Background: an optimization exercise with open tools, aiming at small area, a short achievable clock period and few clock cycles per item. Do not read the settings as production practice. Where RTL was checked, it was by simulation tests only, not by an equivalence proof against the original. No activity file was given, so power comes from the tool's default toggle rates.

== the reference run ==
==> flow/design.v <==
module pcmon_decoder (
    input  wire       clk,
    input  wire       rst_n,
    input  wire       byte_valid,
    input  wire [7:0] byte_in,
    input  wire       shift_ext,
    output wire       fin,           
    output wire       len0,          
    output wire [1:0] kind_o,
    output wire       ok_o,          
    output wire [5:0] q0,
    output wire [7:0] q5,
    output wire [7:0] q6,
    output wire [7:0] q7
);
    reg       await_len;
    reg [5:0] rem;           
    reg [1:0] kind;
    reg       ok;
    reg [5:0] r0, r1, r2, r3, r4;
    reg [7:0] r5, r6, r7;
    wire accum = |rem;
    wire [5:0] h5  = (r5[7:2] > 6'd54) ? 6'd54 : r5[7:2];
    wire [5:0] top5 = (h5 == 6'd0) ? 6'd63 : 6'd62 - h5;
    assign fin    = rem == 6'd1;
    assign len0   = await_len & (byte_in == 8'd0);
    assign kind_o = kind;
    assign ok_o   = ok;
    assign q0 = r0;
    assign q5 = r5;
    assign q6 = r6;
    assign q7 = r7;
    always @(posedge clk) begin
        if ((byte_valid & accum) | shift_ext) begin
            r0 <= r1;
            r1 <= r2;
            r2 <= r3;
            r3 <= r4;
            r4 <= top5;
            r5 <= r6;
            r6 <= r7;
            r7 <= byte_in;
        end
    end
    wire take_len = byte_valid & ~accum & await_len & (byte_in <= 8'd32);
    always @(posedge clk) begin
        if (!rst_n) begin
            await_len <= 1'b0;
            rem       <= 6'd0;
        end else begin
            if (byte_valid)
                rem <= accum ? rem - 6'd1 : (take_len ? byte_in[5:0] : 6'd0);
            if (byte_valid & ~accum)
                await_len <= ~await_len & (byte_in[7:2] == 6'd0);
        end
    end
    always @(posedge clk) begin
        if (byte_valid & ~accum) begin
            if (await_len)
                ok   <= (kind == 2'd0) ||
                        (byte_in == {4'd0, kind == 2'd3, kind == 2'd1, kind == 2'd2, 1'b0});
            else
                kind <= byte_in[1:0];
        end
    end
endmodule
module pcmon_render (
    input  wire        clk,
    input  wire        rst_n,
    input  wire        start,         
    input  wire [5:0]  q0,            
    output wire        qshift,        
    output reg         idle,          
    output reg         pix_valid,
    output reg  [6:0]  pix_x,
    output reg  [5:0]  pix_y,
    output reg         pix_on,
    output wire        pix_flush,
    input  wire        pix_ready
);
    localparam [1:0] S_STARTUP = 2'd0;
    localparam [1:0] S_GLYPH   = 2'd1;
    localparam [1:0] S_BAR     = 2'd2;
    localparam [1:0] S_FLUSH   = 2'd3;
    reg [1:0] state;
    reg       lcol;        
    reg       lpix;        
    reg       glyph;       
    reg [2:0] k;           
    reg [5:0] t0, t1, t2, t3, t4, t5, t6, t7;
    reg [6:0] x0_nxt;
    always @(*) begin
        case (k[2:0])
            3'd0: x0_nxt = 7'd4;
            3'd1: x0_nxt = 7'd24;
            3'd2: x0_nxt = 7'd44;
            3'd3: x0_nxt = 7'd64;
            3'd4: x0_nxt = 7'd86;
            3'd5: x0_nxt = 7'd106;
            3'd6: x0_nxt = 7'd90;
            default: x0_nxt = 7'd110;
        endcase
    end
    reg [6:0] x0_cur;
    reg       xp_cur;
    always @(*) begin
        case (k[2:0])
            3'd1: begin x0_cur = 7'd4;   xp_cur = pix_x[4] & pix_x[1] & ~pix_x[0];            end  
            3'd2: begin x0_cur = 7'd24;  xp_cur = pix_x[5] & pix_x[2] & pix_x[1] & ~pix_x[0]; end  
            3'd3: begin x0_cur = 7'd44;  xp_cur = pix_x[4] & pix_x[3] & pix_x[1] & ~pix_x[0]; end  
            3'd4: begin x0_cur = 7'd64;  xp_cur = pix_x[3] & pix_x[2] & pix_x[1] & ~pix_x[0]; end  
            3'd5: begin x0_cur = 7'd86;  xp_cur = pix_x[3] & ~pix_x[0];                       end  
            3'd6: begin x0_cur = 7'd106; xp_cur = pix_x[2] & ~pix_x[0];                       end  
            3'd7: begin x0_cur = 7'd90;  xp_cur = pix_x[5] & pix_x[2] & ~pix_x[0];            end  
            default: begin x0_cur = 7'd110; xp_cur = pix_x[4] & pix_x[3] & ~pix_x[0];         end  
        endcase
    end
    localparam [127:0] LABEL = 128'h00fffc3fffc03ffc03ffc03ffc03ffc0;
    wire label_x = LABEL[pix_x];
    wire startup_on_next = (pix_x == 7'd0) || (pix_x == 7'd127) ||
                           (pix_y == 6'd62) || (pix_y == 6'd63) ||
                           ((pix_y == 6'd3) && label_x);
    wire grow = q0 < t0;
    wire same = q0 == t0;
    wire adv  = pix_ready | ~pix_valid;
    wire last_row = pix_on ? (pix_y == t7) : (pix_y + 6'd1 == t7);
    wire gl_col   = pix_x[1] & pix_x[0];                   
    wire [6:0] x_inc = pix_x + 7'd1;
    wire st_su  = state == S_STARTUP;
    wire st_gl  = state == S_GLYPH;
    wire st_bar = state == S_BAR;
    assign pix_flush = state == S_FLUSH;
    wire go     = ~idle & adv & ~pix_flush;                
    wire c_go   = idle & start;                           
    wire c_end  = ~idle & adv & pix_flush;                 
    wire c_nb   = go & (lpix | (st_bar & ~pix_valid));    
    wire c_fl   = c_nb & st_bar & (k == 3'd0);            
    wire c_bs   = c_nb & ~c_fl;                           
    wire c_su   = go & st_su;                             
    wire c_sux  = c_su & (pix_y == 6'd63);                
    wire c_gl   = go & st_gl & ~lpix;
    wire c_glc  = c_gl & gl_col & ~(&pix_y[2:0]);           
    wire c_glt  = c_gl & gl_col & (&pix_y[2:0]);            
    wire c_glr  = c_gl & ~gl_col;                         
    wire [6:0] x_gl = pix_x[1] ? 7'd124 : x_inc;          
    wire c_bar  = go & st_bar & pix_valid & ~lpix;
    wire c_row  = c_bar & lcol;                           
    wire c_col  = c_bar & ~lcol;                          
    wire rot     = c_bs;
    wire startup = ~idle & st_su;
    assign qshift = rot;
    always @(posedge clk) begin
        if (rot | startup) begin
            t0 <= t1;
            t1 <= t2;
            t2 <= t3;
            t3 <= t4;
            t4 <= t5;
            t5 <= t6;
            t6 <= t7;
            t7 <= startup ? 6'd63 : q0;
        end
    end
    wire [5:0] y_inc = pix_y + 6'd1;
    wire [5:0] y_dec = pix_y - 6'd1;
    wire [5:0] y_bs  = grow ? t0 - 6'd1 : t0;
    wire x_hold = ~(c_go | c_bs | c_sux | c_glt | c_glr | c_row | c_col);
    wire y_hold = ~(c_go | c_bs | c_su | c_glc | c_glt | c_row);
    always @(posedge clk) begin
        if (!rst_n) begin
            pix_x <= 7'd0;
            pix_y <= 6'd0;
        end else begin
            pix_x <= ({7{c_sux | c_col}} & x_inc) |
                     ({7{c_glr}} & x_gl) |
                     ({7{c_go}}  & 7'd123) |
                     ({7{c_glt}} & 7'd121) |
                     ({7{c_bs}}  & x0_nxt) |
                     ({7{c_row}} & x0_cur) |
                     ({7{x_hold}} & pix_x);
            pix_y <= ({6{c_su | c_glc | (c_row & ~pix_on)}} & y_inc) |
                     ({6{c_row & pix_on}} & y_dec) |
                     ({6{c_go}}  & 6'd1) |
                     ({6{c_glt}} & 6'd4) |
                     ({6{c_bs}}  & y_bs) |
                     ({6{y_hold}} & pix_y);
        end
    end
    always @(posedge clk) begin
        if (!rst_n) begin
            idle      <= 1'b0;
            state     <= S_STARTUP;
            pix_valid <= 1'b1;
            pix_on    <= 1'b1;
            k         <= 3'd0;
            lpix      <= 1'b0;
            glyph     <= 1'b0;
        end else begin
            if (c_go)
                glyph <= ~glyph;
            if (c_go | c_end)
                idle <= c_end;
            if (c_go | c_end)
                state <= S_GLYPH;
            else if (c_fl | (c_sux & (pix_x == 7'd127)))
                state <= S_FLUSH;
            else if (c_nb)
                state <= S_BAR;
            if (c_go | c_end | c_nb)
                pix_valid <= c_go | c_fl | (c_bs & ~same);
            if (c_bs)
                k <= k + 3'd1;
            if (c_go)
                pix_on <= glyph;
            else if (c_su)
                pix_on <= startup_on_next;
            else if (c_glc)
                pix_on <= ~glyph | (~pix_y[2] & pix_y[1] & pix_y[0]);    
            else if (c_glt)
                pix_on <= glyph;
            else if (c_bs)
                pix_on <= grow;
            if (go) begin
                lcol <= c_col & xp_cur;
                lpix <= (c_col & xp_cur & last_row) | (c_glr & pix_x[2] & ~pix_x[0]);    
            end
        end
    end
endmodule
module pcmon_top (
    input  wire       clk,
    input  wire       rst_n,        
    input  wire       rst_in_n,     
    input  wire       rx_valid,
    input  wire       rx_err,
    input  wire [7:0] rx_data,
    output wire       rx_ready,
    output reg  [7:0] duty1,
    output reg  [7:0] duty2,
    output reg  [7:0] duty3,
    output reg  [7:0] duty4,
    output reg        net_tx,
    output reg        net_rx,
    output reg        act,
    output wire       busy,
    output wire       pix_valid,
    output wire [6:0] pix_x,
    output wire [5:0] pix_y,
    output wire       pix_on,
    output wire       pix_flush,
    input  wire       pix_ready
);
    localparam [1:0] K_RESET  = 2'd0;
    localparam [1:0] K_SETIND = 2'd1;
    localparam [1:0] K_NET    = 2'd2;
    localparam [1:0] K_RENDER = 2'd3;
    wire        idle;
    wire        svc       = idle;
    assign      busy      = ~idle;
    assign      rx_ready  = svc & rst_in_n;
    wire        byte_take = rx_ready & rx_valid & ~rx_err;
    wire        fin, len0, ok;
    wire [1:0]  kind;
    wire        qshift;
    wire [5:0]  q0;
    wire [7:0]  q5, q6, q7;
    pcmon_decoder u_dec (
        .clk       (clk),
        .rst_n     (rst_n),
        .byte_valid(byte_take),
        .byte_in   (rx_data),
        .shift_ext (qshift),
        .fin       (fin),
        .len0      (len0),
        .kind_o    (kind),
        .ok_o      (ok),
        .q0        (q0),
        .q5        (q5),
        .q6        (q6),
        .q7        (q7)
    );
    wire fin_render = fin & ok & (kind == K_RENDER);
    wire fin_setind = fin & ok & (kind == K_SETIND);
    wire fin_net    = fin & ok & (kind == K_NET);
    wire fin_reset  = (fin | len0) & (kind == K_RESET);
    wire render_start = byte_take & fin_render;
    pcmon_render u_render (
        .clk       (clk),
        .rst_n     (rst_n),
        .start     (render_start),
        .q0        (q0),
        .qshift    (qshift),
        .idle      (idle),
        .pix_valid (pix_valid),
        .pix_x     (pix_x),
        .pix_y     (pix_y),
        .pix_on    (pix_on),
        .pix_flush (pix_flush),
        .pix_ready (pix_ready)
    );
    wire clr_duty = ~rst_in_n | (rx_valid & ~rx_err & fin_reset);
    wire ld_duty  = byte_take & fin_setind;
    wire clr_net  = ~rst_in_n;
    wire ld_net   = byte_take & fin_net;
    wire svc_on  = rst_n & svc;
    wire d_ld    = svc_on & ld_duty;
    wire d_hold  = ~(svc_on & (clr_duty | ld_duty)) & rst_n;
    wire n_ld    = svc_on & ld_net;
    wire n_hold  = ~(svc_on & (clr_net | ld_net)) & rst_n;
    always @(posedge clk) begin
        duty1  <= ({8{d_ld}} & q5)      | ({8{d_hold}} & duty1);
        duty2  <= ({8{d_ld}} & q6)      | ({8{d_hold}} & duty2);
        duty3  <= ({8{d_ld}} & q7)      | ({8{d_hold}} & duty3);
        duty4  <= ({8{d_ld}} & rx_data) | ({8{d_hold}} & duty4);
        net_tx <= (n_ld & (q7 != 8'd0))      | (n_hold & net_tx);
        net_rx <= (n_ld & (rx_data != 8'd0)) | (n_hold & net_rx);
        act    <= rst_n & (svc ? byte_take : act);
    end
endmodule
export LEC_CHECK = 0
export CAP_MARGIN = 20
export CORE_MARGIN = 2
export CORE_UTILIZATION = 40
export SETUP_SLACK_MARGIN = 4.3
export SLEW_MARGIN = 20
create_clock -name core_clock -period 7.5 [get_ports {clk}]
standard.sh (not shown) runs the stock make flow with config.mk's settings and CLKGATE_MAP_FILE= SYNTH_SCRIPT=/design/flow/synth_recipe.tcl, a recipe that flattens the netlist after the stock synthesis.
==> flow/flow/run.sh <==
#!/bin/bash
# The standard layout, with every port buffered by a plain sky130 buffer
# (buf_1) instead of the delay buffer buffer_ports picks by itself, and a
# clock tree of clkbuf_4/clkbuf_8 cells without dummy loads.
set -euo pipefail
export BUFFER_PORTS_ARGS="-buffer_cell sky130_fd_sc_hd__buf_1"
export CTS_ARGS="-sink_clustering_enable -repair_clock_nets -sink_clustering_size 30 -sink_clustering_max_diameter 100 -buf_list {sky130_fd_sc_hd__clkbuf_8} -root_buf sky130_fd_sc_hd__clkbuf_8 -dont_use_dummy_load"
bash standard.sh > standard.log 2>&1
Testbench counts of the reference run, summed over its fixed seeds: cycles 133,748, frames 384.
Changes in the trial run relative to the reference run:
--- a/flow/design.v
+++ b/flow/design.v
@@ -58,7 +58,9 @@
         if (byte_valid & ~accum) begin
             if (await_len)
                 ok   <= (kind == 2'd0) ||
-                        (byte_in == {4'd0, kind == 2'd3, kind == 2'd1, kind == 2'd2, 1'b0});
+                        (kind == 2'd1 && byte_in == 8'd4) ||
+                        (kind == 2'd2 && byte_in == 8'd2) ||
+                        (kind == 2'd3 && byte_in == 8'd8);
             else
                 kind <= byte_in[1:0];
         end
@@ -115,8 +117,12 @@
             default: begin x0_cur = 7'd110; xp_cur = pix_x[4] & pix_x[3] & ~pix_x[0];         end  
         endcase
     end
-    localparam [127:0] LABEL = 128'h00fffc3fffc03ffc03ffc03ffc03ffc0;
-    wire label_x = LABEL[pix_x];
+    wire label_x = (pix_x >= 7'd6   && pix_x <= 7'd17)  ||
+                   (pix_x >= 7'd26  && pix_x <= 7'd37)  ||
+                   (pix_x >= 7'd46  && pix_x <= 7'd57)  ||
+                   (pix_x >= 7'd66  && pix_x <= 7'd77)  ||
+                   (pix_x >= 7'd86  && pix_x <= 7'd101) ||
+                   (pix_x >= 7'd106 && pix_x <= 7'd119);
     wire startup_on_next = (pix_x == 7'd0) || (pix_x == 7'd127) ||
                            (pix_y == 6'd62) || (pix_y == 6'd63) ||
                            ((pix_y == 6'd3) && label_x);
### Flow results
- Diff the reference run -> the trial run | post-synthesis instance area | increase of 110 µm²
- Final-layout fill cell count, the reference run and the trial run, higher one = the trial run.
- Between the reference run and the trial run, the first-iteration DRC count is lower for the reference run.
- Diff the reference run -> the trial run | summed area of non-filler cells in the final layout | increase of 140 µm²
- Relative to the reference run, global-route usage increased by 0.24 points in the trial run.
- Relative to the reference run, the trial run improves static leakage power.
The RTL of the trial run was laid out without a check of its function.

## port drivers added, routing unchanged
The results above use ideal ports. As a check the final layouts listed here were re-extracted and re-timed, cells and wires unchanged.
Step 1: set_driving_cell puts a clkbuf_16 on clk and a buf_2 on each other input, an assumption about the parent block.
Step 2 moves the port delays by t, midway between the first and last clock arrival at a register: inputs arrive t later, outputs are due t later. That takes back most of the time a late clock gives input paths.
Three values: no drivers, after step 1, after step 2; two values: the first two.
run | t (ns) | setup WS [ns] | hold slack, ns | slew at the worst register clock pin (ns) | worst slew at a driven data input, ns
the reference run | 0.480 | 4.144 / 4.106 / 4.012 | 0.411 / 0.411 / 0.411 | 0.10 / 0.10 | 0.05
the trial run | 0.478 | 4.145 / 4.104 / 3.902 | 0.405 / 0.405 / 0.405 | 0.09 / 0.09 | 0.05
After both steps setup and hold are still met in every run listed. For the trial run, which loses most, drivers alone change the setup slack by -0.041 ns; drivers and shift together by -0.243 ns.
